Source: an optimization exercise on an open RTL-to-GDS flow (aim: small area, a short achievable clock period and few clock cycles). Production flows keep margins and buffers that such runs may drop.
RTL that was checked went through simulation tests only; none was proved equivalent to the original.

// jfp_csum
module jfp_csum (
    input             clk,
    input             rst,
    input             bus_valid,
    input             bus_we,
    input      [7:0]  bus_addr,
    input      [3:0]  bus_be,
    input      [31:0] bus_wdata,
    output            bus_ready,
    output reg [31:0] bus_rdata
);
    localparam [2:0] EC_OK    = 3'd0;    
    localparam [2:0] EC_ILL   = 3'd1;    
    localparam [2:0] EC_BND   = 3'd2;    
    localparam [2:0] EC_SHORT = 3'd3;    
    localparam [2:0] EC_ULEN  = 3'd4;    
    localparam [2:0] EC_LMIS  = 3'd5;    
    localparam [2:0] EC_ADDR  = 3'd6;    
    function [22:0] ks22;
        input [21:0] a, b;
        input        cin;
        reg   [21:0] g, p, p0;
        integer      i, d;
        begin
            g = a & b;
            p = a ^ b;
            p0 = p;
            for (d = 1; d < 22; d = d * 2)
                for (i = 21; i >= d; i = i - 1) begin
                    g[i] = g[i] | (p[i] & g[i - d]);
                    p[i] = p[i] & p[i - d];
                end
            ks22[0] = p0[0] ^ cin;
            for (i = 1; i < 22; i = i + 1)
                ks22[i] = p0[i] ^ (g[i - 1] | (p[i - 1] & cin));
            ks22[22] = g[21] | (p[21] & cin);
        end
    endfunction
  ...
Size: ~6100 cells after synthesis, roughly 1200 flip-flops, about 81 I/O pins, about 68000 sq um of cells after synthesis.
export LEC_CHECK = 0
export CAP_MARGIN = 20
export CORE_MARGIN = 2
export CORE_UTILIZATION = 50
export CTS_BUF_LIST = sky130_fd_sc_hd__clkbuf_8
export CTS_CLUSTER_SIZE = 30
export PLACE_DENSITY = 0.65
export SETUP_SLACK_MARGIN = 3.0
export SLEW_MARGIN = 20
create_clock -name core_clock -period 10.0 [get_ports {clk}]
run.sh (not shown) runs the stock make flow with config.mk's settings and CLKGATE_MAP_FILE= SYNTH_SCRIPT=/design/flow/synth_recipe.tcl, a recipe that flattens the netlist after the stock synthesis.
Testbench counts at the start, summed over its fixed seeds: cycles 11,786.
Change:
- CORE_UTILIZATION: 50 -> 45
- PLACE_DENSITY: 0.65 -> 0.6
Result: Synthesized cell count stays the same; die area is higher by 11%; hold slack is worse by 0.0043 ns; maximum frequency increases by 2.0%; synthesized area is unchanged; wire length rises by 2.1%; register-to-register slack is better by 0.20 ns; worst setup slack gains 0.14 ns; cell count came out higher by 3.2%.
Change:
- CORE_UTILIZATION: 45 -> 35
- PLACE_DENSITY: 0.6 -> 0.5
The new run completed without violations.
Critical path depth falls by 1.
Fmax is about the same.
Cell area rises by 2.0%.
Synthesized cell count stays the same.
Non-clock buffer count rises by 61.
Wire length rises by about 6%.
Setup slack gets better by 0.016 ns.
Worst hold slack gets worse by 0.011 ns.
Change:
- CORE_UTILIZATION: 35 -> 45
- PLACE_DENSITY: 0.5 -> 0.6
- SETUP_SLACK_MARGIN: 3.0 -> 3.25
=> The new run passed the timing, design-rule and antenna checks; worst hold slack gets better by 0.0087 ns; area after synthesis stays the same; setup slack gains 0.16 ns; non-clock buffer count went up by 65; count of clock-buffer cells in the layout decreases by 1; register-to-register slack improved by 0.16 ns.
Change:
- CORE_UTILIZATION: 45 -> 35
- PLACE_DENSITY: 0.6 -> 0.5
- SETUP_SLACK_MARGIN: 3.25 -> 2.5
Outcome: The changed run completed with no timing, DRC or antenna violations. Worst setup slack is worse by 0.79 ns. Clock-buffer cell count rises by 3. Core utilization drops by 13 points. First-iteration DRC count came out lower by 7.3%.
Change:
- SETUP_SLACK_MARGIN: 2.5 -> 4.0
Outcome: Clock-buffer cell count came out higher by 2; clock skew came out higher by 0.0063 ns; wire length came out higher by 13%; critical path depth came out lower by 12; core utilization came out higher by 5.7 points.


jfp_csum, a different RTL version from the one above (not shown whole).
For scale: ~1,200 flip-flops, ~81 I/O pins, ~69,000 um^2 of cells after synthesis.
Design jfp_csum, start of the top module:
module jfp_csum (
    input             clk,
    input             rst,
    input             bus_valid,
    input             bus_we,
    input      [7:0]  bus_addr,
    input      [3:0]  bus_be,
    input      [31:0] bus_wdata,
    output            bus_ready,
    output reg [31:0] bus_rdata
);
    localparam [2:0] EC_OK    = 3'd0;    
    localparam [2:0] EC_ILL   = 3'd1;    
    localparam [2:0] EC_BND   = 3'd2;    
    localparam [2:0] EC_SHORT = 3'd3;    
    localparam [2:0] EC_ULEN  = 3'd4;    
    localparam [2:0] EC_LMIS  = 3'd5;    
    localparam [2:0] EC_ADDR  = 3'd6;    
    function [22:0] ks22;
        input [21:0] a, b;
        input        cin;
        reg   [21:0] g, p, p0;
        integer      i, d;
        begin
            g = a & b;
            p = a ^ b;
            p0 = p;
            for (d = 1; d < 22; d = d * 2)
                for (i = 21; i >= d; i = i - 1) begin
                    g[i] = g[i] | (p[i] & g[i - d]);
                    p[i] = p[i] & p[i - d];
                end
            ks22[0] = p0[0] ^ cin;
            for (i = 1; i < 22; i = i + 1)
                ks22[i] = p0[i] ^ (g[i - 1] | (p[i - 1] & cin));
            ks22[22] = g[21] | (p[21] & cin);
        end
    endfunction
    function [15:0] eac16;
        input [15:0] a, b;
        reg   [15:0] g, p, p0;
        reg          co;
        integer      i, d;
        begin
            g = a & b;
            p = a ^ b;
            p0 = p;
            for (d = 1; d < 16; d = d * 2)
                for (i = 15; i >= d; i = i - 1) begin
                    g[i] = g[i] | (p[i] & g[i - d]);
                    p[i] = p[i] & p[i - d];
                end
            co = g[15];
            eac16[0] = p0[0] ^ co;
            for (i = 1; i < 16; i = i + 1)
                eac16[i] = p0[i] ^ (g[i - 1] | (p[i - 1] & co));
        end
    endfunction
    function [43:0] csa;
        input [21:0] x, y, z;
        csa = {(((x & y) | (x & z) | (y & z)) << 1), (x ^ y ^ z)};
    endfunction
    reg [7:0]   fm [0:63];
    reg [31:0]  cmd_r;
    reg [2:0]   err;
    reg         udpv, csv, match;
    reg [15:0]  view_base, view_len;
    reg [6:0]   pl_base;             
    reg [6:0]   udp_len;             
    reg [1:0]   src_tag, dst_tag;
    reg [127:0] src_val, dst_val;
    reg [15:0]  udp_sport, udp_dport, udp_csum;
  ...
clock: 10.0 ns
lec_check: 0
cap_margin: 20
core_margin: 2
core_utilization: 35
place_density: 0.5
setup_slack_margin: 4.5
slew_margin: 20
The baseline completed without violations.
Edit:
SETUP_SLACK_MARGIN = 3.0   (was 4.5)
The new run went through all stages and came out clean.
Cell count is lower by about 5%.
Area after synthesis does not change.
Wire length fell by 7.9%.
Utilization goes down by 5.2 points.
Function was not checked in any run of this note: the RTL went through the layout flow alone.

## re-timing with driven ports
The flow's constraints put no driver on any port. The routed layouts listed below were extracted and timed again, unchanged, in two steps. Step 1, drivers: a clkbuf_16 drives clk and a buf_2 each remaining input, both assumed. Step 2 moves the port delays by t, midway between the first and last clock arrival at a register: inputs arrive t later, outputs are due t later. That takes back most of the time a late clock gives input paths. a / b / c = ideal / step 1 / step 2; a / b = the first two.
run	t (ns)	slack for setup (ns)	hold slack, ns	latest minus earliest clock arrival (ns)
the first run of note 1	1.047	2.744 / 2.684 / 2.183	0.442 / 0.442 / 0.442	0.098 / 0.098
the second run of note 1	1.063	2.886 / 2.829 / 2.239	0.438 / 0.438 / 0.438	0.071 / 0.071
the third run of note 1	1.099	2.902 / 2.803 / 2.206	0.427 / 0.427 / 0.427	0.078 / 0.078
the fourth run of note 1	1.042	3.064 / 2.987 / 2.385	0.435 / 0.435 / 0.435	0.062 / 0.062
the fifth run of note 1	1.121	2.274 / 2.274 / 1.704	0.434 / 0.434 / 0.434	0.093 / 0.093
the sixth run of note 1	1.157	3.317 / 3.120 / 2.970	0.435 / 0.435 / 0.435	0.092 / 0.093
the first run of note 2	0.938	2.040 / 2.040 / 2.040	0.456 / 0.456 / 0.456	0.047 / 0.046
the second run of note 2	0.940	2.155 / 2.155 / 2.155	0.456 / 0.456 / 0.456	0.048 / 0.047
After both steps setup and hold are still met in every run listed. For the third run of note 1, which loses most, drivers alone change the setup slack by -0.099 ns; drivers and shift together by -0.696 ns.
